Background: an optimization exercise with open tools, aiming at small area, a short achievable clock period and few clock cycles per item. Do not read the settings as production practice. RTL that was checked went through simulation tests only; none was proved equivalent to the original. The RTL of runs 5 to 8 was laid out without a check of its function. No activity file was given, so power comes from the tool's default toggle rates.

## flow/flow/run.sh

```bash
#!/bin/bash
# Standard ORFS layout, with the port buffers made of the smallest buffer cell.
set -euo pipefail
export BUFFER_PORTS_ARGS="-buffer_cell sky130_fd_sc_hd__buf_1"
bash standard.sh > standard.log 2>&1
```

## flow/standard.sh

```bash
#!/bin/bash
# synth_recipe.tcl (not shown) runs the flow's synth.tcl, then flattens the netlist and writes it again
# the make line also repeats each setting of config.mk as NAME=value (left out here)
make -C /OpenROAD-flow-scripts/flow DESIGN_CONFIG=/design/flow/config.mk WORK_HOME=/design/flow/orfs CLKGATE_MAP_FILE= SYNTH_SCRIPT=/design/flow/synth_recipe.tcl "${@:-finish}"
```

## flow/config.mk

```make
export PLATFORM = sky130hd
export DESIGN_NAME = pms7003_parse
export DESIGN_NICKNAME = pms7003_parse
export VERILOG_FILES = /design/flow/design.v
export SDC_FILE = /design/flow/constraint.sdc
export NUM_CORES = 4
export LEC_CHECK = 0
export CAP_MARGIN = 20
export CORE_MARGIN = 2
export CORE_UTILIZATION = 65
export CTS_BUF_LIST = sky130_fd_sc_hd__clkbuf_8
export CTS_CLUSTER_DIAMETER = 60
export CTS_CLUSTER_SIZE = 20
export SLEW_MARGIN = 20
```

## flow/constraint.sdc

```tcl
create_clock -name core_clock -period 10.0 [get_ports {clk}]
set_input_delay 2.0000 -clock core_clock [delete_from_list [all_inputs] [get_ports {clk}]]
set_output_delay 2.0000 -clock core_clock [all_outputs]
set_load 0.01 [all_outputs]
```

## flow/design.v

```verilog
module pms7003_parse (
    input  wire         clk,
    input  wire         rst,           
    input  wire         in_valid,
    output wire         in_ready,
    input  wire [7:0]   in_data,
    input  wire         in_last,
    input  wire [31:0]  now,
    output reg          out_valid,
    output wire [2:0]   out_err,       
    output wire [191:0] out_fields,    
    output wire [16:0]  out_count,     
    output wire [12:0]  out_est10,     
    output reg  [31:0]  out_ts
);
    assign in_ready = 1'b1;
    reg [5:0] idx;
    always @(posedge clk) begin
        if (rst)
            idx <= 6'd0;
        else if (in_valid) begin
            if (in_last)
                idx <= 6'd0;
            else if (idx != 6'd32)
                idx <= idx + 6'd1;
        end
    end
    reg [7:0] d_q;
    always @(posedge clk)
        if (in_valid)
            d_q <= in_data;
    reg [7:0] fb [4:27];
    integer k;
    always @(posedge clk) begin
        for (k = 4; k < 28; k = k + 1)
            if (k == 22 || k == 23) begin
                if (idx == k)
                    fb[k] <= in_data;
            end else if (idx == k + 1)
                fb[k] <= d_q;
    end
    genvar g;
    generate
        for (g = 0; g < 12; g = g + 1) begin : g_fields
            assign out_fields[16*g +: 16] = {fb[4 + 2*g], fb[5 + 2*g]};
        end
    endgenerate
    reg sync0, sync1;
    always @(posedge clk) begin
        if (idx == 6'd1) sync0 <= (d_q == 8'h42);
        if (idx == 6'd2) sync1 <= (d_q == 8'h4D);
    end
    reg       add_q;        
    reg       first_q;      
    reg [7:0] lo, hi;
    reg       c8;
    wire [8:0] lo_n = {1'b0, first_q ? 8'd0 : lo} + {1'b0, d_q};
    wire       c_n  = add_q & lo_n[8] & ~first_q;
    wire [7:0] hi_0 = hi + {7'd0, c8};
    wire [7:0] hi_1 = hi + {6'd0, c8, ~c8};
    reg        hi_ok0, hi_ok1, hi_c;
    always @(posedge clk) begin
        add_q   <= in_valid & (idx < 6'd30);
        first_q <= (idx == 6'd0);
        if (add_q)
            lo <= lo_n[7:0];
        c8 <= c_n;
        hi <= (add_q & first_q) ? 8'd0 : hi_0;
        if (idx == 6'd30) begin
            hi_ok0 <= (hi_0 == in_data);
            hi_ok1 <= (hi_1 == in_data);
            hi_c   <= c_n;
        end
    end
    wire hi_ok = hi_c ? hi_ok1 : hi_ok0;
    wire lo_ok = (lo == in_data);
    reg [1:0] err;
    always @(posedge clk) begin
        if (rst)
            out_valid <= 1'b0;
        else
            out_valid <= in_valid & in_last;
        if (idx != 6'd31)
            err <= 2'd1;
        else if (!(sync0 & sync1))
            err <= 2'd2;
        else if (!(hi_ok & lo_ok))
            err <= 2'd3;
        else
            err <= 2'd0;
        out_ts <= now;
    end
    assign out_err = {1'b0, err};
    wire [8:0] cnt_lo_n = {1'b0, fb[17]} - {1'b0, fb[23]};
    reg  [7:0] cnt_lo;
    reg        cnt_b;
    reg  [8:0] cnt_hi;
    wire [9:0] cnt_hi_n = {1'b0, fb[16], 1'b1} + {1'b1, ~fb[22], ~cnt_b};
    always @(posedge clk) begin
        cnt_lo <= cnt_lo_n[7:0];
        cnt_b  <= cnt_lo_n[8];
        cnt_hi <= cnt_hi_n[9:1];
    end
    assign out_count = {cnt_hi, cnt_lo};
    localparam [28:0] A = 29'd63216501;
    reg [7:0]  ph;
    reg [2:0]  dig;
    reg [25:0] acc;
    always @(posedge clk) begin
        ph <= {ph[6:0], in_valid & (idx == 6'd23)};
        dig <= ({3{ph[1]}} & out_count[2:0])
             | ({3{ph[2]}} & out_count[5:3])
             | ({3{ph[3]}} & out_count[8:6])
             | ({3{ph[4]}} & out_count[11:9])
             | ({3{ph[5]}} & out_count[14:12])
             | ({3{ph[6]}} & {out_count[16], out_count[16:15]});
    end
    wire       top = ph[7];
    reg [28:0] term;
    always @(*) begin
        case ({top, dig})
            4'b0_000: term = 29'd0;
            4'b0_001: term = A;
            4'b0_010: term = A * 2;
            4'b0_011: term = A * 3;
            4'b0_100: term = A * 4;
            4'b0_101: term = A * 5;
            4'b0_110: term = A * 6;
            4'b0_111: term = A * 7;
            4'b1_001: term = A + 29'd16384;
            4'b1_110: term = 29'd16384 - A * 2;
            4'b1_111: term = 29'd16384 - A;
            default:  term = 29'd16384;
        endcase
    end
    wire [28:0] acc_sum = {3'd0, acc} + term;
    wire        run     = |ph[7:2];
    always @(posedge clk) begin
        if (ph[0])
            acc <= 26'd0;
        else if (run)
            acc <= acc_sum[28:3];
    end
    assign out_est10 = acc[24:12];
endmodule
```

==> flow_summary.json, run 1 <==
{
  "n_antenna_cell": 0,
  "synth_top_family_by_area": "simple AND/OR/NAND/NOR gates",
  "clk_pin_slew_ns": 0.12,
  "synth_seq_cells": 340,
  "rr_worst_depth": 8,
  "rsz0062_at_grt": "no",
  "initial_utilization_pct": 66.1,
  "drcViolationCount": 0,
  "fmaxAchievable_mhz": 310,
  "required_ns": 8.00,
  "fp.dieArea_um2": 21700,
  "synth-xor-area-share_pct": 4.26,
  "cp_slowest_stage_delay_ns": 0.49,
  "io_buffers": 300,
  "min_from": "ph[1]",
  "cap_violations": 0,
  "clock_latency_ns": 0.57,
  "synth_simple_gate_area_share_pct": 10.3,
  "dr.first_iter.drc_count": 508,
  "synthFlopType": "edfxtp_1",
  "finalHoldViolations": 0,
  "ant_nets": 0,
  "tritoncts": "built",
  "row_count": 52,
  "period_needed_ns": 3.22,
  "cts_buffer_depth": 3,
  "die_x_um": 147,
  "power_per_cell_area_nw_per_um2": 154,
  "syn_area_um2": 13400,
  "ys_seq_area_share_pct": 66.8,
  "fin_worst_skew_ns": 0.0282,
  "start_kind": "flop",
  "firstDrtPassIters": 5,
  "cp_cell_sequence": "buf_1",
  "setup_viol": 0,
  "crit_path_top_delay_cell": "edfxtp_1",
  "core_um2": 20200,
  "nets": 1426,
  "synthMuxAreaShare_pct": 0.477,
  "layoutNonFillerInstCount": 1602,
  "post-place-cells": 1559,
  "layout_common_cells": "buf_1, edfxtp_1, dfxtp_1",
  "cp_top_family": "flip-flops",
  "antenna_found_initial": 0,
  "vias": 8979,
  "track_usage_pct": 28.1,
  "hold_depth": 0,
  "wl_per_cell_um": 19.3,
  "h-tree-depth": 1,
  "vdd_drop_max_uv": 223,
  "post_cts_resized": 0,
  "clkSinkCount": 340,
  "synthesis.nets": 1135,
  "cts_buffers": 23,
  "synth_cells": 1024,
  "worstPathMaxFanout": 3,
  "worstSetupPathType": "reg2out",
  "areaGrowthSynthToFinish_pct": 13.4,
  "cts-root-buf": "clkbuf_8",
  "grt_overflow_total": 0,
  "routed_wl_um": 30900,
  "cp-end-kind": "output port",
  "grt_max_degree": 27,
  "post_cts_buffers": 0,
  "postCtsHoldBufs": 0,
  "critPathArrivalTime_ns": 1.22,
  "setup_tns_ns": 0,
  "postPlaceCellArea_um2": 14600,
  "leakage_uw": 0.00567,
  "ys_types": 67,
  "synthAdderAreaFrac_pct": 6.49,
  "total_power_uw": 2340,
  "synthArstFlopShare_pct": 0,
  "synth_compound_area_share_pct": 8.31,
  "final_common_cell": "buf_1",
  "gp_congestion": 0.931,
  "drive_above_1_share_pct": 4.80,
  "synth_warnings": 2,
  "worstMarginPinSlew_ns": 1.12,
  "hp-class": "reg2reg",
  "postSynthAreaPerCell_um2": 13.1,
  "grt_pass1_vias": 8607,
  "status": "complete, no violations",
  "rrSetupSlack_ns": 7.11,
  "critPathBufInv": 1,
  "grt_pass1_wl_um": 46900,
  "die_height_um": 147,
  "drt-vias-per-instance": 5.60,
  "io_pins": 303,
  "reg2reg_from": "term[26]",
  "slew_headroom_pct": 25.5,
  "final_max_slew_viol_count": 0,
  "r2r-end": "acc[17]",
  "design_area_um2": 15200,
  "synth_edf_count": 213,
  "final.period_utilization_pct": 32.2,
  "dp_hpwl_um": 22000,
  "min_to": "ph[2]"
}
[registers in the layout, indices dropped and copies added (netlist names), 9 cells and up]
register,count
out_ts,32
term,23
fb,192
cnt_hi,9
acc,26
[worst max-delay path by stage]
stage | from | endpoint | cells after the start
finish | fb[22][0] | out_fields[152] | 1
global route | fb[22][0] | out_fields[152] | 1
CTS | fb[23][1] | out_fields[145] | 1
detailed placement | in_data[5] | hi_ok1 | 6
global placement | in_data[5] | hi_ok1 | 6
floorplan | in_data[5] | hi_ok1 | 5
[per-layer routing]
metal	up-vias	share of wire [%]	wire, um	global-route usage (%)
li1	4231	-	-	-
met1	4311	40	12400	37.5
met2	373	49	15200	47.5
met3	64	7.5	2320	5.15
met4	0	3.2	1000	8.94
met5	-	0	0	0
[synthesized netlist by cell type, types with 13 or more instances]
master / number / share of area [%]
nand4_1: 13 / 0.61
nand2_1: 76 / 2.1
o21ai_0: 32 / 1.2
xor2_1: 29 / 1.9
dfxtp_1: 127 / 19
nand3_1: 20 / 0.75
nand2b_1: 13 / 0.61
a21oi_1: 51 / 1.9
clkbuf_1: 21 / 0.59
xnor2_1: 36 / 2.4
inv_1: 46 / 1.3
a21o_1: 24 / 1.3
edfxtp_1: 213 / 48
nor2b_1: 23 / 1.1
buf_4: 15 / 0.84
nor2_1: 81 / 2.3
ha_1: 63 / 5.9
[power breakdown]
part	internal (uW)	total, uW	switching (uW)
sequential	1510	1530	20.6
combinational	32.5	84.4	51.9
clock	289	723	434
[cells by family after synthesis]
family | Yosys count
flip-flops | 340
AND/OR/NAND/NOR | 282
AO/OA/AOI/OAI | 172
buffers and inverters | 91
adder cells (fa/ha/maj) | 67
XOR/XNOR | 65
multiplexers | 5
other | 2
[stage by stage]
| step | util (%) | hold WS (ns) | setup slack (ns) |
|---|---|---|---|
| after detailed placement | 72.3 | 0.377 | 6.64 |
| final | 74.9 | 0.400 | 6.78 |
| after global placement | 72.3 | 0.381 | 6.67 |
| after floorplan | - | 0.346 | 6.94 |
| after global routing | 74.9 | 0.406 | 6.72 |
| after CTS | 74.8 | 0.398 | 6.75 |
[area by class of cell]
class	instances	area [um^2]
clock buffer	24	330
inverter	48	180
fill	1371	5070
multi-input combinational	593	4010
sequential	340	8940
clock inverter	18	161
tap	270	338
timing repair buffer	309	1200
Testbench counts, summed over its fixed seeds: cycles 64,008, frames 2,000.
==> run 2, diff against run 1 <==
--- a/flow/config.mk
+++ b/flow/config.mk
@@ -9,6 +9,6 @@
 export CORE_MARGIN = 2
 export CORE_UTILIZATION = 65
-export CTS_BUF_LIST = sky130_fd_sc_hd__clkbuf_8
-export CTS_CLUSTER_DIAMETER = 60
-export CTS_CLUSTER_SIZE = 20
+export CTS_BUF_LIST = sky130_fd_sc_hd__clkbuf_16
+export CTS_CLUSTER_DIAMETER = 100
+export CTS_CLUSTER_SIZE = 30
 export SLEW_MARGIN = 20
==> run 2 against run 1 <==
Against the previous run:
- core utilization down 0.31 points
- maximum frequency is 2.4% higher
- sequential power about the same
- design area down 0.41%
- clock power fell by 4.4%
- area after synthesis is the same
- register-to-register slack improved by 0.02 ns
- synthesized cell count stayed put
- largest cell class unchanged
- non-clock buffer count did not move
- count of clock-buffer cells in the layout fell by 9
- critical path type unchanged
- die area is the same
- highest routed layer unchanged
- via count down 0.69%
==> flow_summary.json, run 2 <==
{
  "grt_pass1_vias": 8439,
  "drive_above_1_share_pct": 3.65,
  "hp-class": "reg2reg",
  "synthesis.nets": 1135,
  "status": "complete, no violations",
  "postSynthAreaPerCell_um2": 13.1,
  "synth_commonest_cells": "edfxtp_1, dfxtp_1, nor2_1",
  "cts-root-buf": "clkbuf_16",
  "fin_ws_ns": 6.85,
  "synth_warnings": 2,
  "gp_congestion": 0.931,
  "yosysTopAreaCellShare_pct": 47.8,
  "cts_buffer_depth": 3,
  "die_height_um": 147,
  "clock_latency_ns": 0.51,
  "yosysMostFrequentCell": "edfxtp_1",
  "synthFlopType": "edfxtp_1",
  "required_ns": 8.00,
  "drt-vias-per-instance": 5.63,
  "total_power_uw": 2310,
  "die_x_um": 147,
  "power_per_cell_area_nw_per_um2": 153,
  "wl_per_cell_um": 19.4,
  "h-tree-depth": 1,
  "postCtsHoldBufs": 0,
  "synth_edf_count": 213,
  "fmaxAchievable_mhz": 318,
  "drcViolationCount": 0,
  "final_common_cell": "buf_1",
  "crit_path_top_delay_cell": "edfxtp_1",
  "critPathBufInv": 1,
  "r2r-end": "acc[17]",
  "reg2reg_from": "term[26]",
  "initial_utilization_pct": 66.1,
  "synthTopCellsByArea": "edfxtp_1, dfxtp_1, ha_1",
  "post_cts_resized": 0,
  "largest_reg_flops": 192,
  "setup_tns_ns": 0,
  "firstDrtPassIters": 5,
  "ant_nets": 0,
  "period_needed_ns": 3.15,
  "dr.first_iter.drc_count": 599,
  "syn_area_um2": 13400,
  "post-place-ws_ns": 6.64,
  "antenna_found_initial": 0,
  "worstPathMaxFanout": 2,
  "layout_common_cells": "buf_1, edfxtp_1, dfxtp_1",
  "routed_wl_um": 30800,
  "row_count": 52,
  "cp_slowest_stage_delay_ns": 0.47,
  "slew_headroom_pct": 25.3,
  "yosys.area.top_type": "edfxtp_1",
  "holdWs_ns": 0.403,
  "cp-end-kind": "output port",
  "core_um2": 20200,
  "dp_hpwl_um": 22000,
  "synthArstFlopShare_pct": 0,
  "finalHoldViolations": 0,
  "post_cts_buffers": 0,
  "multi_input_area_um2": 4010,
  "clk_pin_slew_ns": 0.12,
  "n_antenna_cell": 0,
  "track_usage_pct": 28.0,
  "largestRegisters": "fb x192, out_ts x32, acc x26",
  "leakage_uw": 0.00562,
  "rrSetupSlack_ns": 7.13,
  "synth_seq_cells": 340,
  "synth_cells": 1024,
  "ff_latch_area_um2": 8940,
  "clkSinkCount": 340,
  "nets": 1418,
  "final_max_slew_viol_count": 0,
  "min_from": "ph[1]",
  "critPathArrivalTime_ns": 1.15,
  "cp_top_family": "flip-flops",
  "ys_seq_area_share_pct": 66.8,
  "rr_worst_depth": 8,
  "min_to": "ph[2]",
  "worstMarginPinSlew_ns": 1.12,
  "cap_violations": 0,
  "worstSetupPathType": "reg2out",
  "cp_cell_sequence": "buf_1",
  "grt_max_degree": 32,
  "final.period_utilization_pct": 31.5,
  "rsz0062_at_grt": "no",
  "vdd_drop_max_uv": 137,
  "cts_buffers": 15,
  "ys_types": 67,
  "vias": 8917,
  "start_kind": "flop",
  "io_pins": 303,
  "fp.dieArea_um2": 21700,
  "areaGrowthSynthToFinish_pct": 12.9,
  "grt_pass1_wl_um": 46800,
  "regMostFlops": "fb",
  "fin_worst_skew_ns": 0.0293,
  "io_buffers": 300,
  "tritoncts": "built",
  "filler_cell_count": 1379,
  "grt_overflow_total": 0,
  "hold_depth": 0,
  "setup_viol": 0
}
## run 2: cell counts after synthesis
Identical to the previous run, type by type.
## run 2: area by class of cell
type	count	area share, %
multi-input cells	593	26.6
flip-flops and latches	340	59.2
clock inverters	10	0.356
repair buffers	309	7.95
clock buffers	15	2.49
well taps	270	2.24
inverters	48	1.19
## run 2: kinds of logic after synthesis
| group | after synthesis | share of synthesized area (%) |
|---|---|---|
| adder cells (fa/ha/maj) | 67 | 6.49 |
| flip-flops | 340 | 66.8 |
| AO/OA/AOI/OAI | 172 | 8.31 |
| other | 2 | 0.0562 |
| multiplexers | 5 | 0.477 |
| XOR/XNOR | 65 | 4.26 |
| AND/OR/NAND/NOR | 282 | 10.3 |
| buffers and inverters | 91 | 3.30 |
## run 2: stage by stage
| step | area (um^2) | instances | utilization, % |
|---|---|---|---|
| finish | 15100 | 1585 | 74.6 |
| global route | 15100 | 1585 | 74.6 |
| CTS | 15100 | 1584 | 74.4 |
| detailed placement | 14600 | 1559 | 72.3 |
| global placement | 14600 | 1559 | 72.3 |
| floorplan | 13400 | 1024 | - |
## run 2: report_power, final
group	internal [uW]	switching, uW	total [uW]
logic	32.4	52.1	84.5
registers	1510	20.6	1530
clock network	283	408	691
total	1830	481	2310
## run 2: worst max path at each step
stage | depth (start not counted) | to | slack [ns] | startpoint
floorplan | 5 | hi_ok1 | 6.94 | in_data[5]
global placement | 6 | hi_ok1 | 6.67 | in_data[5]
detailed placement | 6 | hi_ok1 | 6.64 | in_data[5]
CTS | 1 | out_fields[145] | 6.83 | fb[23][1]
global route | 1 | out_fields[152] | 6.79 | fb[22][0]
finish | 1 | out_fields[98] | 6.85 | fb[17][2]
## run 2: layer usage
| metal | wire (um) | track usage, % |
|---|---|---|
| met3 | 2200 | 4.23 |
| met4 | 691 | 7.07 |
| met5 | 0 | 0 |
| met2 | 15400 | 48.0 |
| met1 | 12500 | 38.1 |
==> run 3, diff against run 2 <==
==> flow/flow/run.sh (replaced) <==
#!/bin/bash
# Standard ORFS layout, with the port buffers made of the smallest buffer cell
# and timing repair aiming for a 3 ns path.
set -euo pipefail
export BUFFER_PORTS_ARGS="-buffer_cell sky130_fd_sc_hd__buf_1"
bash standard.sh SETUP_SLACK_MARGIN=7.0 finish > standard.log 2>&1
==> run 3 against run 2 <==
Against the previous run:
- still clean on timing, DRC and antenna
- routed wire length rose by 3.6%
- area after synthesis is the same
- total power rose by 1.0%
- highest routed layer unchanged
==> flow_summary.json, run 3 <==
{
  "synth_top_family_by_area": "simple AND/OR/NAND/NOR gates",
  "postSynthAreaPerCell_um2": 13.1,
  "cap_violations": 0,
  "vdd_drop_max_uv": 205,
  "worstPathMaxFanout": 2,
  "cts-root-buf": "clkbuf_16",
  "ant_nets": 0,
  "rsz0062_at_grt": "yes",
  "core_um2": 20200,
  "io_buffers": 300,
  "ys_types": 67,
  "final_max_slew_viol_count": 0,
  "cp-end-kind": "output port",
  "fp.dieArea_um2": 21700,
  "antenna_found_initial": 0,
  "grt_max_degree": 32,
  "cts_buffers": 15,
  "worstSetupPathType": "reg2out",
  "synthMuxAreaShare_pct": 0.477,
  "drive_above_1_share_pct": 26.6,
  "required_ns": 8.00,
  "yosysTopAreaCellShare_pct": 47.8,
  "yosys.area.top_type": "edfxtp_1",
  "track_usage_pct": 28.4,
  "total_power_uw": 2330,
  "final.period_utilization_pct": 31.9,
  "areaGrowthSynthToFinish_pct": 20.1,
  "setup_viol": 0,
  "slew_headroom_pct": 27.9,
  "vias": 9129,
  "grt_use_met1_pct": 37.5,
  "fin_worst_skew_ns": 0.0388,
  "synthArstFlopShare_pct": 0,
  "grt_use_met2_pct": 48.7,
  "synth-xor-area-share_pct": 4.26,
  "routed_wl_um": 31900,
  "cp_top_family": "flip-flops",
  "nets": 1471,
  "synth_compound_area_share_pct": 8.31,
  "synthTopCellsByArea": "edfxtp_1, dfxtp_1, ha_1",
  "grt_overflow_total": 0,
  "hp-class": "reg2reg",
  "grt_pass1_vias": 8660,
  "synthAdderAreaFrac_pct": 6.49,
  "drcViolationCount": 0,
  "largestRegisters": "fb x192, out_ts x32, acc x26",
  "worstMarginPinSlew_ns": 1.07,
  "clock_latency_ns": 0.51,
  "crit_path_top_delay_cell": "edfxtp_1",
  "regMostFlops": "fb",
  "synth_edf_count": 213,
  "leakage_uw": 0.00663,
  "syn_area_um2": 13400,
  "clk_pin_slew_ns": 0.11,
  "firstDrtPassIters": 5,
  "tritoncts": "built",
  "grt_pass1_wl_um": 47300,
  "cp_cell_sequence": "buf_1",
  "dr.first_iter.drc_count": 557,
  "synthFlopType": "edfxtp_1",
  "wl_per_cell_um": 19.5,
  "gp_congestion": 0.944,
  "yosysMostFrequentCell": "edfxtp_1",
  "largest_reg_flops": 192,
  "die_x_um": 147,
  "fmaxAchievable_mhz": 313,
  "postPlaceCellArea_um2": 14600,
  "die_height_um": 147,
  "row_count": 52,
  "cp_slowest_stage_delay_ns": 0.52,
  "n_antenna_cell": 0,
  "synth_seq_cells": 340,
  "status": "complete, no violations",
  "layout_common_cells": "edfxtp_1, clkbuf_2, dfxtp_1",
  "start_kind": "flop",
  "period_needed_ns": 3.19,
  "ys_seq_area_share_pct": 66.8,
  "critPathBufInv": 1,
  "synth_warnings": 2,
  "postCtsHoldBufs": 0,
  "synthesis.nets": 1135,
  "dp_hpwl_um": 22300,
  "synth_commonest_cells": "edfxtp_1, dfxtp_1, nor2_1",
  "drt-vias-per-instance": 5.57,
  "synth_simple_gate_area_share_pct": 10.3,
  "design_area_um2": 16100,
  "clkSinkCount": 340,
  "synth_cells": 1024,
  "power_per_cell_area_nw_per_um2": 145,
  "io_pins": 303,
  "setup_tns_ns": 0,
  "final_common_cell": "edfxtp_1",
  "busiest_layer": "met2",
  "h-tree-depth": 1,
  "cts_buffer_depth": 3,
  "critPathArrivalTime_ns": 1.19,
  "fin_util_pct": 79.4,
  "finalHoldViolations": 0,
  "grt_util_met3_pct": 4.75,
  "initial_utilization_pct": 66.1
}
-- run 3: cell counts after synthesis --
No cell type changed its count.
-- run 3: timing repair --
| action | 4_1_cts | 5_1_grt |
|---|---|---|
| hold endpoints to repair | 0 | 0 |
| gates cloned | 0 | 0 |
| setup buffers | 37 | 15 |
| setup endpoints to repair | 229 | 253 |
| gates resized for setup | 120 | 190 |
-- run 3: layer usage --
metal	vias up	part of all wire, %
met5	-	0
met4	0	2.8
met3	60	7.1
met2	386	51
met1	4378	39
li1	4305	-
-- run 3: final timing paths --
kind                            startpoint              end  slack, ns  cells after the start
worst max-delay path             fb[22][5]  out_fields[157]       6.81                      1
worst min-delay path                 ph[1]            ph[2]       0.41                      0
worst max register to register    term[26]          acc[17]       7.13                      8
worst min register to register       ph[1]            ph[2]       0.41                      0
-- run 3: layout make-up --
| type | instances | area [um^2] |
|---|---|---|
| sequential | 340 | 8990 |
| fill | 1280 | 4170 |
| multi-input combinational | 593 | 4010 |
| timing repair buffer | 362 | 2100 |
| clock buffer | 16 | 400 |
| tap | 270 | 338 |
| inverter | 48 | 180 |
| clock inverter | 9 | 46.3 |
-- run 3: metrics by stage --
| stage | instances | setup WS, ns | hold WS, ns |
|---|---|---|---|
| 2_1_floorplan | 1024 | 7.01 | 0.346 |
| 3_3_place_gp | 1560 | 6.69 | 0.375 |
| 3_5_place_dp | 1560 | 6.62 | 0.380 |
| 4_1_cts | 1622 | 6.78 | 0.396 |
| 5_1_grt | 1638 | 6.77 | 0.420 |
| 6_report | 1638 | 6.81 | 0.408 |
-- run 3: where the power goes --
| group | internal, uW | leakage [uW] | switching [uW] | total [uW] |
|---|---|---|---|---|
| registers | 1510 | 0.00298 | 20.3 | 1530 |
| clock network | 298 | 0.000247 | 412 | 710 |
| logic | 34.9 | 0.00340 | 53.8 | 88.7 |
| total | 1850 | 0.00663 | 486 | 2330 |
-- run 3: cells by family (layout without fill, tap and decap cells) --
kind of cell	after synthesis	count (layout)
XOR/XNOR	65	65
AND/OR/NAND/NOR	282	282
AO/OA/AOI/OAI	172	172
flip-flops	340	340
multiplexers	5	5
buffers and inverters	91	435
other	2	2
adder cells (fa/ha/maj)	67	67
==> run 4, diff against run 3 <==
==> flow/flow/run.sh (replaced) <==
#!/bin/bash
# Standard ORFS layout, with the port buffers made of the smallest buffer cell
# and a clock tree without dummy loads.
set -euo pipefail
export BUFFER_PORTS_ARGS="-buffer_cell sky130_fd_sc_hd__buf_1"
export CTS_ARGS="-sink_clustering_enable -repair_clock_nets -sink_clustering_size 30 -sink_clustering_max_diameter 100 -buf_list sky130_fd_sc_hd__clkbuf_16 -root_buf sky130_fd_sc_hd__clkbuf_16 -dont_use_dummy_load -distance_between_buffers 200"
bash standard.sh > standard.log 2>&1
==> run 4 against run 3 <==
Against the previous run:
- still clean on timing, DRC and antenna
- critical path depth stayed put
- setup slack better by 0.044 ns
- flip-flop and latch count stayed put
- core utilization is 5.0 points lower
- via count is 2.1% lower
- largest cell class unchanged
==> flow_summary.json, run 4 <==
{
  "status": "complete, no violations",
  "dp_hpwl_um": 22000,
  "yosys.area.top_type": "edfxtp_1",
  "ant_nets": 0,
  "dr.first_iter.drc_count": 569,
  "grt_overflow_total": 0,
  "period_needed_ns": 3.15,
  "synthFlopType": "edfxtp_1",
  "areaGrowthSynthToFinish_pct": 12.5,
  "die_x_um": 147,
  "worstMarginPinSlew_ns": 1.15,
  "final.period_utilization_pct": 31.5,
  "cp-end-kind": "output port",
  "vdd_drop_max_uv": 178,
  "clkSinkCount": 340,
  "drcViolationCount": 0,
  "grt_pass1_vias": 8435,
  "clock_latency_ns": 0.51,
  "largest_reg_flops": 192,
  "post_cts_resized": 0,
  "critPathBufInv": 1,
  "required_ns": 8.00,
  "leakage_uw": 0.00557,
  "synthesis.nets": 1135,
  "synthTopCellsByArea": "edfxtp_1, dfxtp_1, ha_1",
  "finalHoldViolations": 0,
  "worstSetupPathType": "reg2out",
  "synth_edf_count": 213,
  "holdWs_ns": 0.393,
  "drt-vias-per-instance": 5.67,
  "io_buffers": 300,
  "nets": 1418,
  "grt_util_met3_pct": 4.44,
  "io_pins": 303,
  "vias": 8936,
  "fin_util_pct": 74.4,
  "worstPathMaxFanout": 2,
  "postSynthAreaPerCell_um2": 13.1,
  "setup_tns_ns": 0,
  "synth_cells": 1024,
  "yosysTopAreaCellShare_pct": 47.8,
  "fin_worst_skew_ns": 0.0432,
  "cp_cell_sequence": "buf_1",
  "wl_per_cell_um": 19.5,
  "critPathArrivalTime_ns": 1.15,
  "row_count": 52,
  "drive_above_1_share_pct": 3.52,
  "firstDrtPassIters": 7,
  "cts_buffers": 15,
  "cap_violations": 0,
  "cts-root-buf": "clkbuf_16",
  "post_cts_buffers": 0,
  "postCtsHoldBufs": 0,
  "fp.dieArea_um2": 21700,
  "ys_types": 67,
  "rsz0062_at_grt": "no",
  "hp-class": "reg2reg",
  "antenna_found_initial": 0,
  "grt_pass1_wl_um": 46800,
  "grt_use_met2_pct": 48.1,
  "synth_commonest_cells": "edfxtp_1, dfxtp_1, nor2_1",
  "clk_pin_slew_ns": 0.12,
  "core_um2": 20200,
  "tritoncts": "built",
  "track_usage_pct": 28.0,
  "ys_seq_area_share_pct": 66.8,
  "synth_seq_cells": 340,
  "setup_viol": 0,
  "gp_congestion": 0.931,
  "die_height_um": 147,
  "multi_input_area_um2": 4010,
  "grt_max_degree": 31,
  "slew_headroom_pct": 23.5,
  "crit_path_top_delay_cell": "edfxtp_1",
  "busiest_layer": "met2",
  "ff_latch_area_um2": 8940,
  "power_per_cell_area_nw_per_um2": 151,
  "final_common_cell": "buf_1",
  "regMostFlops": "fb",
  "filler_cell_count": 1381,
  "syn_area_um2": 13400,
  "synth_warnings": 2,
  "cp_slowest_stage_delay_ns": 0.47,
  "rrSetupSlack_ns": 7.12,
  "final_max_slew_viol_count": 0,
  "h-tree-depth": 1,
  "largestRegisters": "fb x192, out_ts x32, acc x26",
  "yosysMostFrequentCell": "edfxtp_1",
  "cp_top_family": "flip-flops",
  "layout_common_cells": "buf_1, edfxtp_1, dfxtp_1",
  "fmaxAchievable_mhz": 317,
  "synthArstFlopShare_pct": 0,
  "start_kind": "flop",
  "initial_utilization_pct": 66.1,
  "n_antenna_cell": 0,
  "routed_wl_um": 30800,
  "cts_buffer_depth": 3,
  "grt_use_met1_pct": 38.1
}
run 4: cell count changes in the layout (fill, tap and decap cells not counted), sizes merged:
| cell | change |
|---|---|
| buf | +95 |
| clkbuf | -149 |
| inv | -9 |
run 4: routing by layer:
metal	part of all wire [%]	vias up
met1	40	4289
met3	7.8	51
met5	0	-
met4	2.1	0
met2	50	398
li1	-	4198
run 4: final timing paths:
kind | cells after the start | to | startpoint
setup / recovery | 1 | out_fields[98] | fb[17][2]
hold reg to reg | 0 | ph[2] | ph[1]
hold / removal | 0 | ph[2] | ph[1]
setup reg to reg | 8 | acc[17] | term[26]
run 4: stage by stage:
| stage | setup slack [ns] | power, uW | instances | area [um^2] |
|---|---|---|---|---|
| after floorplan | 6.94 | 1600 | 1024 | 13400 |
| final | 6.85 | 2280 | 1575 | 15000 |
| after detailed placement | 6.64 | 1650 | 1559 | 14600 |
| after CTS | 6.84 | 2290 | 1574 | 15000 |
| after global routing | 6.79 | 2350 | 1575 | 15000 |
| after global placement | 6.67 | 1640 | 1559 | 14600 |
run 4: logic make-up (layout without fill, tap and decap cells):
logic type | count (synthesis) | count (layout) | share of synthesized area, %
AOI/OAI and AO/OA | 172 | 172 | 8.31
adders and majority gates | 67 | 67 | 6.49
muxes | 5 | 5 | 0.477
xor gates and xnor gates | 65 | 65 | 4.26
buffers and inverters | 91 | 372 | 3.30
DFF | 340 | 340 | 66.8
other | 2 | 2 | 0.0562
and+or+nand+nor | 282 | 282 | 10.3
run 4: final cells by class:
| class | count | share of cell area [%] |
|---|---|---|
| inverters | 48 | 1.20 |
| clock buffers | 15 | 2.49 |
| flip-flops and latches | 340 | 59.4 |
| multi-input cells | 593 | 26.7 |
| well taps | 270 | 2.25 |
| repair buffers | 309 | 7.98 |
run 4: report_power, final:
| group | leakage (uW) | switching, uW | total (uW) | internal [uW] |
|---|---|---|---|---|
| Sequential | 0.00297 | 20.4 | 1530 | 1510 |
| Clock | 0.000185 | 389 | 661 | 272 |
| Combinational | 0.00242 | 51.7 | 84.1 | 32.4 |
==> run 5, diff against run 4 <==
--- a/flow/design.v
+++ b/flow/design.v
@@ -118,19 +118,13 @@
     wire       top = ph[7];
     reg [28:0] term;
+    integer v;
     always @(*) begin
-        case ({top, dig})
-            4'b0_000: term = 29'd0;
-            4'b0_001: term = A;
-            4'b0_010: term = A * 2;
-            4'b0_011: term = A * 3;
-            4'b0_100: term = A * 4;
-            4'b0_101: term = A * 5;
-            4'b0_110: term = A * 6;
-            4'b0_111: term = A * 7;
-            4'b1_001: term = A + 29'd16384;
-            4'b1_110: term = 29'd16384 - A * 2;
-            4'b1_111: term = 29'd16384 - A;
-            default:  term = 29'd16384;
-        endcase
+        term = 29'd0;
+        for (v = 1; v < 8; v = v + 1)
+            term = term | ({29{!top && dig == v}} & (A * v));
+        term = term | ({29{top && dig == 3'd0}} & 29'd16384)
+                    | ({29{top && dig == 3'd1}} & (A + 29'd16384))
+                    | ({29{top && dig == 3'd6}} & (29'd16384 - A * 2))
+                    | ({29{top && dig == 3'd7}} & (29'd16384 - A));
     end
     wire [28:0] acc_sum = {3'd0, acc} + term;
==> flow/flow/run.sh (replaced) <==
#!/bin/bash
# Standard ORFS layout, with the port buffers made of the smallest buffer cell
# and timing repair aiming for a 3 ns path.
set -euo pipefail
export BUFFER_PORTS_ARGS="-buffer_cell sky130_fd_sc_hd__buf_1"
bash standard.sh SETUP_SLACK_MARGIN=7.0 finish > standard.log 2>&1
==> run 5 against run 4 <==
Against the previous run:
- highest routed layer unchanged
- total power fell by 3.6%
- combinational power rose by 8.8%
- critical path type unchanged
- still clean
- sequential power fell by 5%
==> flow_summary.json, run 5 <==
{
  "antenna_found_initial": 0,
  "fin_worst_skew_ns": 0.0194,
  "synthFlopType": "edfxtp_1",
  "vdd_drop_max_uv": 152,
  "n_antenna_cell": 0,
  "cp_top_family": "flip-flops",
  "clk_pin_slew_ns": 0.11,
  "cp-end-kind": "output port",
  "nets": 1486,
  "crit_path_top_delay_cell": "edfxtp_1",
  "ys_types": 64,
  "postCtsHoldBufs": 0,
  "combPwrFrac_pct": 4.2,
  "synthArstFlopShare_pct": 0,
  "regMostFlops": "fb",
  "largest_reg_flops": 192,
  "power_frac_clock_pct": 29.8,
  "io_buffers": 300,
  "synth_commonest_cells": "edfxtp_1, dfxtp_1, nor2_1",
  "cp_cell_sequence": "clkbuf_2",
  "clkSinkCount": 320,
  "initial_utilization_pct": 66.4,
  "yosys.area.top_type": "edfxtp_1",
  "min_from": "ph[6]",
  "hold_depth": 0,
  "worstMarginPinSlew_ns": 1.10,
  "drcViolationCount": 0,
  "synth_edf_count": 213,
  "required_ns": 8.00,
  "grt_pass1_wl_um": 47700,
  "ys_seq_area_share_pct": 66.0,
  "power.internal_uw": 1750,
  "wl_per_cell_um": 20.1,
  "cp_slowest_stage_delay_ns": 0.48,
  "rr_worst_depth": 11,
  "worstSetupPathType": "reg2out",
  "worstPathMaxFanout": 2,
  "yosysMostFrequentCell": "edfxtp_1",
  "critPathBufInv": 1,
  "busiest_layer": "met2",
  "grt_max_degree": 32,
  "status": "complete, no violations",
  "largestRegisters": "fb x192, out_ts x32, acc x26",
  "grt_use_met1_pct": 38.9,
  "slew_headroom_pct": 25.8,
  "hp-class": "reg2reg",
  "postSynthAreaPerCell_um2": 12.7,
  "routed_wl_um": 33300,
  "gp_congestion": 0.960,
  "grt_overflow_total": 0,
  "dr.first_iter.drc_count": 671,
  "cts_buffers": 14,
  "core_um2": 19500,
  "period_needed_ns": 3.13,
  "fmaxAchievable_mhz": 319,
  "row_count": 51,
  "firstDrtPassIters": 5,
  "final_common_cell": "edfxtp_1",
  "p_sw_share_pct": 20.6,
  "drive_above_1_share_pct": 30.5,
  "h-tree-depth": 1,
  "min_to": "ph[7]",
  "die_x_um": 145,
  "clock_latency_ns": 0.50,
  "start_kind": "flop",
  "fin_util_pct": 83.1,
  "layout_common_cells": "edfxtp_1, clkbuf_2, nor2_1",
  "cap_violations": 0,
  "r2r-end": "acc[13]",
  "synthTopCellsByArea": "edfxtp_1, dfxtp_1, ha_1",
  "vias": 9436,
  "synth_cells": 1016,
  "critPathArrivalTime_ns": 1.13,
  "power_per_cell_area_nw_per_um2": 136,
  "leakage_uw": 0.00655,
  "synth_seq_cells": 320,
  "cts_buffer_depth": 3,
  "rsz0062_at_grt": "yes",
  "syn_area_um2": 12900,
  "setup_tns_ns": 0,
  "die_height_um": 145,
  "areaGrowthSynthToFinish_pct": 25.1,
  "reg2reg_from": "dig[1]",
  "seq_power_share_pct": 66.1,
  "track_usage_pct": 29.0,
  "grt_pass1_vias": 8702,
  "setup_viol": 0,
  "grt_use_met2_pct": 47.6,
  "synth_warnings": 2,
  "synthesis.nets": 1121,
  "yosysTopAreaCellShare_pct": 49.5,
  "final.period_utilization_pct": 31.3,
  "switchingPower_uw": 452,
  "rrSetupSlack_ns": 7.02,
  "final_max_slew_viol_count": 0,
  "tritoncts": "built",
  "drt-vias-per-instance": 5.70,
  "finalHoldViolations": 0,
  "fp.dieArea_um2": 21000,
  "dp_hpwl_um": 21900,
  "cts-root-buf": "clkbuf_16",
  "ant_nets": 0,
  "grt_util_met3_pct": 7.01,
  "io_pins": 303
}
==> run 5: cell count changes in the layout (fill, tap and decap cells not counted), sizes merged, moves of 11 or more <==
cell and change:
o21ai +11, clkbuf +135, dfxtp -20, buf -50
==> run 5: how the worst max path moves through the flow <==
stage	start	end	cells past startpoint
global route	dig[1]	acc[13]	12
detailed placement	dig[1]	acc[22]	11
finish	fb[22][7]	out_fields[159]	1
global placement	dig[1]	acc[20]	11
CTS	fb[22][7]	out_fields[159]	1
floorplan	in_data[5]	hi_ok0	8
==> run 5: metrics by stage <==
| stage | power, uW | hold slack (ns) | worst slack (ns) | cells | instance area [um^2] |
|---|---|---|---|---|---|
| 6_report | 2200 | 0.406 | 6.87 | 1654 | 16200 |
| 5_1_grt | 2260 | 0.419 | 6.84 | 1654 | 16200 |
| 4_1_cts | 2200 | 0.403 | 6.86 | 1609 | 15200 |
| 3_5_place_dp | 1560 | 0.392 | 6.41 | 1543 | 14200 |
| 3_3_place_gp | 1560 | 0.373 | 6.56 | 1543 | 14200 |
| 2_1_floorplan | 1520 | 0.365 | 6.98 | 1016 | 12900 |
==> run 5: layout make-up <==
type | instances | area, um^2
Sequential cell | 320 | 8610
Multi-Input combinational cell | 605 | 4250
Fill cell | 1097 | 3280
Timing Repair Buffer | 394 | 2400
Clock buffer | 15 | 375
Tap cell | 265 | 332
Inverter | 46 | 174
Clock inverter | 9 | 40.0
==> run 5: power groups by stage <==
stage	Sequential [uW]	Combinational, uW	Clock (uW)
3_3_place_gp	1490	67.9	0
6_report	1450	91.5	654
4_1_cts	1460	75.5	665
3_5_place_dp	1490	69.8	0
5_1_grt	1450	100	711
2_1_floorplan	1480	40.2	0
==> run 5: cell families (layout without fill, tap and decap cells) <==
family,count (synthesis),in the layout,share of synthesized area [%]
compound gates,196,196,9.84
xor+xnor,69,69,4.67
fa+ha+maj,61,61,6.13
buf+inv,91,464,3.13
flops,320,320,66.0
mux,3,3,0.232
other cells,2,2,0.0581
simple gates,274,274,9.91
==> run 5: metal layers <==
| metal | vias to the layer above | share of wire, % | routed length [um] |
|---|---|---|---|
| met3 | 83 | 8.9 | 2960 |
| li1 | 4348 | - | - |
| met5 | - | 0 | 0 |
| met4 | 0 | 2.9 | 955 |
| met1 | 4520 | 39 | 13000 |
| met2 | 485 | 49 | 16400 |
==> run 5: repair_timing <==
action,in CTS,in global routing
endpoints found under the setup margin,227,255
gates resized for setup,141,247
pin swaps,1,18
setup buffers,42,43
==> run 6, diff against run 5 <==
--- a/flow/flow/run.sh
+++ b/flow/flow/run.sh
@@ -4,3 +4,3 @@
 set -euo pipefail
 export BUFFER_PORTS_ARGS="-buffer_cell sky130_fd_sc_hd__buf_1"
-bash standard.sh SETUP_SLACK_MARGIN=7.0 finish > standard.log 2>&1
+bash standard.sh SETUP_SLACK_MARGIN=6.8 finish > standard.log 2>&1
==> run 6 against run 5 <==
Against the previous run:
- still clean on timing, DRC and antenna
- cell count shrank 4.4%
- via count shrank 5.3%
- sequential power is essentially flat
- core utilization shrank 7.0 points
- clock power is essentially flat
- design area shrank 8.4%
- register-to-register slack lost 0.05 ns
- sequential share of layout area grew 4.5 points
- routed wire length shrank 7.6%
- maximum frequency shrank 1.7%
- synthesized cell count is the same
==> flow_summary.json, run 6 <==
{
  "vias": 8934,
  "track_usage_pct": 28.3,
  "period_needed_ns": 3.19,
  "min_to": "ph[2]",
  "path_depth": 1,
  "initial_utilization_pct": 66.4,
  "worstMarginPinSlew_ns": 1.12,
  "grt_pass1_wl_um": 46400,
  "grt_pass1_vias": 8316,
  "dr.first_iter.drc_count": 813,
  "synth_cells": 1016,
  "grt_max_degree": 32,
  "die_x_um": 145,
  "h-tree-depth": 1,
  "cp_top_family": "flip-flops",
  "layout_common_cells": "buf_1, edfxtp_1, dfxtp_1",
  "routed_wl_um": 30700,
  "final_common_cell": "buf_1",
  "filler_cell_count": 1317,
  "synth_warnings": 2,
  "final_max_slew_viol_count": 0,
  "die_height_um": 145,
  "dp_hpwl_um": 21700,
  "synth_commonest_cells": "edfxtp_1, dfxtp_1, nor2_1",
  "cp_slowest_stage_delay_ns": 0.42,
  "tritoncts": "built",
  "cp-end-kind": "output port",
  "critPathArrivalTime_ns": 1.19,
  "firstDrtPassIters": 8,
  "yosys.area.top_type": "edfxtp_1",
  "r2r-end": "acc[22]",
  "synth_edf_count": 213,
  "io_pins": 303,
  "rsz0062_at_grt": "yes",
  "gp_congestion": 0.943,
  "cap_violations": 0,
  "drcViolationCount": 0,
  "io_buffers": 300,
  "setup_viol": 0,
  "post-place-ws_ns": 6.34,
  "clock_latency_ns": 0.51,
  "fp.dieArea_um2": 21000,
  "holdWs_ns": 0.401,
  "nets": 1413,
  "fin_worst_skew_ns": 0.0222,
  "core_um2": 19500,
  "postCtsHoldBufs": 0,
  "postSynthAreaPerCell_um2": 12.7,
  "cts_buffer_depth": 3,
  "clkSinkCount": 320,
  "drt-vias-per-instance": 5.65,
  "row_count": 51,
  "rr_worst_depth": 11,
  "hp-class": "reg2reg",
  "cp_cell_sequence": "buf_1",
  "areaGrowthSynthToFinish_pct": 14.6,
  "largest_reg_flops": 192,
  "ys_seq_area_share_pct": 66.0,
  "critPathBufInv": 1,
  "final.period_utilization_pct": 31.9,
  "antenna_found_initial": 0,
  "fin_util_pct": 76.2,
  "multi_input_area_um2": 4050,
  "cts-root-buf": "clkbuf_16",
  "rrSetupSlack_ns": 6.97,
  "min_from": "ph[1]",
  "finalHoldViolations": 0,
  "cts_buffers": 14,
  "grt_use_met1_pct": 38.7,
  "crit_path_top_delay_cell": "dfxtp_1",
  "synthTopCellsByArea": "edfxtp_1, dfxtp_1, ha_1",
  "busiest_layer": "met2",
  "start_kind": "flop",
  "clk_pin_slew_ns": 0.12,
  "synth_seq_cells": 320,
  "synthFlopType": "edfxtp_1",
  "power_per_cell_area_nw_per_um2": 148,
  "largestRegisters": "fb x192, out_ts x32, acc x26",
  "reg2reg_from": "ph[7]",
  "wl_per_cell_um": 19.4,
  "synthesis.nets": 1121,
  "grt_overflow_total": 0,
  "required_ns": 8.00,
  "grt_util_met3_pct": 5.69,
  "yosysMostFrequentCell": "edfxtp_1",
  "status": "complete, no violations",
  "fin_ws_ns": 6.81,
  "slew_headroom_pct": 24.7,
  "ff_latch_area_um2": 8550,
  "ant_nets": 0,
  "n_antenna_cell": 0,
  "fmaxAchievable_mhz": 314,
  "hold_depth": 0,
  "yosysTopAreaCellShare_pct": 49.5,
  "synthArstFlopShare_pct": 0,
  "syn_area_um2": 12900,
  "setup_tns_ns": 0,
  "grt_use_met2_pct": 46.8,
  "worstPathMaxFanout": 2,
  "leakage_uw": 0.00543,
  "regMostFlops": "fb",
  "ys_types": 64,
  "vdd_drop_max_uv": 168,
  "worstSetupPathType": "reg2out",
  "drive_above_1_share_pct": 4.71
}
==> run 6: report_power, final <==
part / internal (uW) / switching (uW)
logic: 33.3 / 54.8
clock network: 278 / 379
registers: 1430 / 17.9
==> run 6: what timing repair did <==
action	in CTS	in global routing
endpoints found under the hold margin	0	0
endpoints found under the setup margin	20	19
pin swaps	0	2
buffers inserted	1	12
resized for setup	7	14
==> run 6: how the worst max path moves through the flow <==
stage | start | to | slack (ns)
after floorplan | in_data[5] | hi_ok0 | 6.90
after global placement | in_data[7] | err[1] | 6.42
after detailed placement | dig[1] | acc[22] | 6.34
after CTS | dig[1] | acc[22] | 6.79
after global routing | dig[1] | acc[13] | 6.76
final | cnt_hi[7] | out_count[15] | 6.81
==> run 6: final cells by class <==
cell class,count,area share [%]
repair buffers,321,8.74
inverters,46,1.17
multi-input cells,605,27.3
flip-flops and latches,320,57.7
clock buffers,15,2.53
well taps,265,2.24
clock inverters,9,0.279
==> run 6: per-stage QoR <==
step | power (uW) | std cells | cell area (um^2)
final | 2200 | 1581 | 14800
after global routing | 2260 | 1581 | 14800
after CTS | 2210 | 1568 | 14700
after detailed placement | 1560 | 1543 | 14200
after global placement | 1560 | 1543 | 14200
after floorplan | 1520 | 1016 | 12900
==> run 6: kinds of logic (layout without fill, tap and decap cells) <==
family                   after synthesis  in the layout  synth area share (%)
adder cells (fa/ha/maj)               61             61                  6.13
flip-flops                           320            320                  66.0
other                                  2              2                0.0581
multiplexers                           3              3                 0.232
buffers and inverters                 91            391                  3.13
AND/OR/NAND/NOR                      274            274                  9.91
XOR/XNOR                              69             69                  4.67
AO/OA/AOI/OAI                        196            196                  9.84
==> run 6: routing by layer <==
| metal | wire length [um] | vias to the layer above |
|---|---|---|
| li1 | - | 4206 |
| met1 | 12200 | 4227 |
| met2 | 15000 | 442 |
| met3 | 2720 | 59 |
| met4 | 817 | 0 |
| met5 | 0 | - |
==> run 7, diff against run 6 <==
--- a/flow/config.mk
+++ b/flow/config.mk
@@ -8,5 +8,5 @@
 export CAP_MARGIN = 20
 export CORE_MARGIN = 2
-export CORE_UTILIZATION = 65
+export CORE_UTILIZATION = 80
 export CTS_BUF_LIST = sky130_fd_sc_hd__clkbuf_16
 export CTS_CLUSTER_DIAMETER = 100
==> run 7 against run 6 <==
Against the previous run:
- register-to-register slack worse by 0.22 ns
- first-iteration DRC count rose by 120%
- sequential power hardly changed
- critical path type unchanged
- count of clock-buffer cells in the layout unchanged
- design area shrank 0.65%
- die area shrank 18%
- maximum frequency is 1.9% lower
- via count up 18%
==> flow_summary.json, run 7 <==
{
  "firstDrtPassIters": 9,
  "clock_latency_ns": 0.52,
  "status": "complete, no violations",
  "worstSetupPathType": "reg2out",
  "synth_seq_cells": 320,
  "power_per_cell_area_nw_per_um2": 152,
  "cap_violations": 0,
  "setup_tns_ns": 0,
  "final_max_slew_viol_count": 0,
  "rrSetupSlack_ns": 6.75,
  "syn_area_um2": 12900,
  "grt_max_degree": 32,
  "total_power_uw": 2230,
  "antenna_found_initial": 0,
  "fin_worst_skew_ns": 0.0365,
  "h-tree-depth": 1,
  "layout_common_cells": "buf_1, edfxtp_1, dfxtp_1",
  "grt_overflow_total": 0,
  "synthTopCellsByArea": "edfxtp_1, dfxtp_1, ha_1",
  "die_height_um": 131,
  "clk_pin_slew_ns": 0.12,
  "synth_cells": 1016,
  "track_usage_pct": 45.8,
  "post-place-ws_ns": 6.29,
  "filler_cell_count": 523,
  "clkSinkCount": 320,
  "design_area_um2": 14700,
  "yosys.area.top_type": "edfxtp_1",
  "cp-end-kind": "output port",
  "vias": 10564,
  "synthFlopType": "edfxtp_1",
  "power_frac_clock_pct": 30.4,
  "largestRegisters": "fb x192, out_ts x32, acc x26",
  "critPathBufInv": 1,
  "die_x_um": 131,
  "start_kind": "flop",
  "cp_cell_sequence": "buf_1",
  "switchingPower_uw": 488,
  "hold_depth": 0,
  "rsz0062_at_grt": "no",
  "setup_viol": 0,
  "vdd_drop_max_uv": 185,
  "cp_slowest_stage_delay_ns": 0.53,
  "leakage_uw": 0.00541,
  "p_sw_share_pct": 21.9,
  "postCtsHoldBufs": 0,
  "cts-root-buf": "clkbuf_16",
  "combPwrFrac_pct": 4.4,
  "row_count": 46,
  "yosysTopAreaCellShare_pct": 49.5,
  "final.period_utilization_pct": 32.5,
  "core_um2": 15800,
  "fmaxAchievable_mhz": 308,
  "period_needed_ns": 3.25,
  "io_pins": 303,
  "regMostFlops": "fb",
  "slew_headroom_pct": 22.6,
  "required_ns": 8.00,
  "drcViolationCount": 0,
  "synth_edf_count": 213,
  "cts_buffers": 14,
  "yosysMostFrequentCell": "edfxtp_1",
  "path_depth": 1,
  "seq_power_share_pct": 65.2,
  "synthArstFlopShare_pct": 0,
  "nets": 1408,
  "critPathArrivalTime_ns": 1.25,
  "gp_congestion": 0.965,
  "final_common_cell": "buf_1",
  "postSynthAreaPerCell_um2": 12.7,
  "areaGrowthSynthToFinish_pct": 13.9,
  "initial_utilization_pct": 81.7,
  "tritoncts": "built",
  "cp_top_family": "flip-flops",
  "drt-vias-per-instance": 6.92,
  "rr_worst_depth": 10,
  "fp.dieArea_um2": 17200,
  "grt_pass1_vias": 10116,
  "largest_reg_flops": 192,
  "worstPathMaxFanout": 3,
  "worstMarginPinSlew_ns": 1.16,
  "synth_commonest_cells": "edfxtp_1, dfxtp_1, nor2_1",
  "wl_per_cell_um": 26.9,
  "dr.first_iter.drc_count": 1786,
  "finalHoldViolations": 0,
  "postPlaceCellArea_um2": 14200,
  "cts_buffer_depth": 3,
  "io_buffers": 300,
  "fin_util_pct": 93.0,
  "crit_path_top_delay_cell": "dfxtp_1",
  "ys_types": 64,
  "routed_wl_um": 41100,
  "synthesis.nets": 1121,
  "fin_ws_ns": 6.75,
  "dp_hpwl_um": 25100,
  "hp-class": "reg2reg",
  "ant_nets": 0,
  "drive_above_1_share_pct": 4.88,
  "synth_warnings": 2,
  "power.internal_uw": 1740,
  "n_antenna_cell": 0,
  "ys_seq_area_share_pct": 66.0,
  "grt_pass1_wl_um": 59900
}
==> run 7: area by class of cell <==
class                           count  area, um^2  area share (%)
Clock buffer                       15         375            2.55
Clock inverter                      9        41.3           0.280
Inverter                           46         176            1.20
Multi-Input combinational cell    605        4050            27.5
Sequential cell                   320        8550            58.1
Tap cell                          216         270            1.84
Timing Repair Buffer              316        1260            8.53
==> run 7: worst paths after layout <==
path / from / endpoint
setup / recovery: cnt_hi[8] / out_count[16]
hold reg to reg: ph[1] / ph[2]
setup reg to reg: dig[1] / acc[23]
hold / removal: ph[1] / ph[2]
==> run 7: layer usage <==
layer	wire length (um)	vias to the layer above	GRT usage, %
met1	12300	4888	53.2
li1	-	4179	-
met3	5500	322	11.4
met2	19900	1175	76.9
met5	0	-	0
met4	3350	0	28.5
==> run 7: cell families after synthesis <==
logic type	count (synthesis)	share of synthesized area, %
compound gates	196	9.84
xor+xnor	69	4.67
other cells	2	0.0581
buf+inv	91	3.13
flops	320	66.0
mux	3	0.232
simple gates	274	9.91
fa+ha+maj	61	6.13
==> run 7: per-stage QoR <==
stage / cells / hold WS (ns)
floorplan: 1016 / 0.365
global placement: 1496 / 0.381
detailed placement: 1496 / 0.389
CTS: 1521 / 0.405
global route: 1527 / 0.419
finish: 1527 / 0.412
==> run 7: power groups by stage <==
stage	sequential, uW	combinational [uW]	clock (uW)
3_5_place_dp	1490	84.4	0
6_report	1450	98.9	678
4_1_cts	1450	92.1	659
2_1_floorplan	1480	39.7	0
5_1_grt	1460	102	702
3_3_place_gp	1480	75.0	0
==> run 7: timing repair <==
action | CTS | global route
gates resized for setup | 8 | 23
buffers inserted | 1 | 5
endpoints found under the setup margin | 25 | 21
pin swaps | 0 | 2
==> run 8, diff against run 7 <==
--- a/flow/flow/run.sh
+++ b/flow/flow/run.sh
@@ -4,3 +4,3 @@
 set -euo pipefail
 export BUFFER_PORTS_ARGS="-buffer_cell sky130_fd_sc_hd__buf_1"
-bash standard.sh SETUP_SLACK_MARGIN=6.8 finish > standard.log 2>&1
+bash standard.sh SETUP_SLACK_MARGIN=6.6 finish > standard.log 2>&1
--- a/flow/config.mk
+++ b/flow/config.mk
@@ -8,5 +8,5 @@
 export CAP_MARGIN = 20
 export CORE_MARGIN = 2
-export CORE_UTILIZATION = 80
+export CORE_UTILIZATION = 65
 export CTS_BUF_LIST = sky130_fd_sc_hd__clkbuf_16
 export CTS_CLUSTER_DIAMETER = 100
==> run 8 against run 7 <==
Against the previous run:
- still clean
- sequential power barely moved
- clock skew fell by 0.016 ns
- area after synthesis did not move
- critical path type is now reg2reg
- highest routed layer unchanged
==> flow_summary.json, run 8 <==
{
  "yosysMostFrequentCell": "edfxtp_1",
  "setup_tns_ns": 0,
  "h-tree-depth": 1,
  "leakage_uw": 0.00537,
  "fp.dieArea_um2": 21000,
  "drt-vias-per-instance": 5.68,
  "drcViolationCount": 0,
  "design_area_um2": 14700,
  "layout_common_cells": "buf_1, edfxtp_1, dfxtp_1",
  "largest_reg_flops": 192,
  "vias": 8917,
  "synth_compound_area_share_pct": 9.84,
  "required_ns": 10.40,
  "slew_headroom_pct": 22.0,
  "io_buffers": 300,
  "grt_pass1_vias": 8309,
  "cts_buffers": 14,
  "yosysTopAreaCellShare_pct": 49.5,
  "cts_buffer_depth": 3,
  "nets": 1401,
  "worstPathMaxFanout": 21,
  "wl_per_cell_um": 19.4,
  "fin_worst_skew_ns": 0.0207,
  "worstSetupPathType": "reg2reg",
  "cts-root-buf": "clkbuf_16",
  "finalHoldViolations": 0,
  "track_usage_pct": 28.1,
  "drive_above_1_share_pct": 3.45,
  "yosys.area.top_type": "edfxtp_1",
  "postSynthAreaPerCell_um2": 12.7,
  "io_pins": 303,
  "clock_latency_ns": 0.51,
  "synthesis.nets": 1121,
  "areaGrowthSynthToFinish_pct": 13.7,
  "synth_warnings": 2,
  "cp-end-kind": "flop",
  "core_um2": 19500,
  "largestRegisters": "fb x192, out_ts x32, acc x26",
  "grt_overflow_total": 0,
  "status": "complete, no violations",
  "ys_seq_area_share_pct": 66.0,
  "synthTopCellsByArea": "edfxtp_1, dfxtp_1, ha_1",
  "die_height_um": 145,
  "die_x_um": 145,
  "regMostFlops": "fb",
  "clk_pin_slew_ns": 0.12,
  "power_per_cell_area_nw_per_um2": 149,
  "antenna_found_initial": 0,
  "synth_top_family_by_area": "simple AND/OR/NAND/NOR gates",
  "dr.first_iter.drc_count": 714,
  "final_max_slew_viol_count": 0,
  "tritoncts": "built",
  "n_antenna_cell": 0,
  "ys_types": 64,
  "final.period_utilization_pct": 32.7,
  "grt_max_degree": 32,
  "clkSinkCount": 320,
  "setup_viol": 0,
  "vdd_drop_max_uv": 168,
  "final_common_cell": "buf_1",
  "dp_hpwl_um": 21700,
  "synth-xor-area-share_pct": 4.67,
  "synthAdderAreaFrac_pct": 6.13,
  "synthMuxAreaShare_pct": 0.232,
  "start_kind": "flop",
  "gp_congestion": 0.943,
  "hp-class": "reg2reg",
  "fmaxAchievable_mhz": 306,
  "worstMarginPinSlew_ns": 1.16,
  "critPathArrivalTime_ns": 3.67,
  "synth_simple_gate_area_share_pct": 9.91,
  "grt_pass1_wl_um": 46200,
  "synth_edf_count": 213,
  "postPlaceCellArea_um2": 14200,
  "ant_nets": 0,
  "cap_violations": 0,
  "rsz0062_at_grt": "yes",
  "synth_cells": 1016,
  "filler_cell_count": 1330,
  "firstDrtPassIters": 5,
  "row_count": 51,
  "synthFlopType": "edfxtp_1",
  "syn_area_um2": 12900,
  "routed_wl_um": 30500,
  "period_needed_ns": 3.27,
  "synth_commonest_cells": "edfxtp_1, dfxtp_1, nor2_1",
  "synth_seq_cells": 320,
  "synthArstFlopShare_pct": 0,
  "initial_utilization_pct": 66.4
}
## run 8: cell counts after synthesis
No cell type changed its count.
## run 8: repair_timing
action / in CTS / in global routing
hold buffers: 0 / 0
setup buffers: 0 / 1
resized for setup: 4 / 6
endpoints found under the setup margin: 12 / 13
## run 8: cell type report
cell class,instances,area [um^2],area share (%)
sequential,320,8550,58.1
tap,265,332,2.26
clock buffer,15,375,2.55
multi-input combinational,605,4020,27.3
inverter,46,176,1.20
timing repair buffer,309,1210,8.22
clock inverter,9,41.3,0.281
## run 8: layer usage
metal / GRT usage, % / up-vias / wire, um
met4: 8.19 / 0 / 848
li1: - / 4186 / -
met5: 0 / - / 0
met1: 38.3 / 4260 / 12200
met3: 5.66 / 53 / 2710
met2: 46.5 / 418 / 14700
## run 8: path summary, 6_finish.rpt
path | startpoint | end | slack [ns] | cells past startpoint
min reg2reg | ph[6] | ph[7] | 0.40 | 0
max reg2reg | dig[0] | acc[22] | 6.73 | 12
min | ph[6] | ph[7] | 0.40 | 0
max | dig[0] | acc[22] | 6.73 | 12
## run 8: report_power, final
group,switching [uW],internal (uW),total (uW),leakage (uW)
Clock,379,278,657,0.000234
Sequential,19.2,1430,1450,0.00282
Combinational,52.7,32.0,84.7,0.00232
Total,451,1740,2190,0.00537
## run 8: per-stage QoR
stage,util [%],hold slack (ns),worst slack (ns),instances,total power (uW)
final,75.5,0.399,6.73,1569,2190
after global routing,75.5,0.414,6.53,1569,2260
after CTS,75.2,0.400,6.67,1567,2210
after detailed placement,73.0,0.376,6.34,1543,1560
after global placement,73.0,0.377,6.42,1543,1560
after floorplan,-,0.365,6.90,1016,1520
## run 8: logic make-up (layout without fill, tap and decap cells)
group | count (synthesis) | in the layout
fa+ha+maj | 61 | 61
xor+xnor | 69 | 69
buf+inv | 91 | 379
other cells | 2 | 2
mux | 3 | 3
compound gates | 196 | 196
flops | 320 | 320
simple gates | 274 | 274
## run 8: worst max-delay path: stages (launching register included)
cell and delay, ns:
dfxtp_4 0.50, nor2b_1 0.27, a21oi_1 0.07, o22ai_1 0.29
ha_1 0.39, a21oi_1 0.18, o21ai_0 0.13, nor2_1 0.22
a2111oi_4 0.11, nor2_2 0.31, o31a_1 0.26, nor3_1 0.09
a2111oi_2 0.34

-- separate check: timing with driven ports --
Ports are ideal in the flow. The routed layouts listed here were re-timed in OpenROAD.
Step 1, drivers: a clkbuf_16 drives clk and a buf_2 each remaining input, both assumed.
Step 2 moves the port delays by t, midway between the first and last clock arrival at a register: inputs arrive t later, outputs are due t later. That takes back most of the time a late clock gives input paths.
Three values: ideal ports, drivers, drivers and shift; two values: the first two.
run	t, ns	setup slack, ns	hold WS [ns]	worst setup path after step 2	worst slew at a driven data input, ns
run 1	0.595	6.778 / 6.740 / 6.645	0.400 / 0.400 / 0.400	input to register	0.06
run 2	0.534	6.853 / 6.812 / 6.667	0.403 / 0.403 / 0.403	input to register	0.06
run 3	0.540	6.805 / 6.759 / 6.607	0.408 / 0.408 / 0.408	input to register	0.05
run 4	0.526	6.850 / 6.808 / 6.666	0.393 / 0.393 / 0.393	input to register	0.06
run 5	0.537	6.870 / 6.824 / 6.600	0.406 / 0.406 / 0.406	input to register	0.05
run 6	0.540	6.814 / 6.771 / 6.455	0.401 / 0.401 / 0.401	input to register	0.05
run 7	0.553	6.751 / 6.704 / 6.292	0.412 / 0.412 / 0.412	input to register	0.05
run 8	0.540	6.733 / 6.733 / 6.321	0.399 / 0.399 / 0.399	input to register	0.05
After both steps setup and hold are still met in every run listed. The setup slack of run 7, which loses most, moves by -0.047 ns with the drivers and by -0.459 ns with both steps.
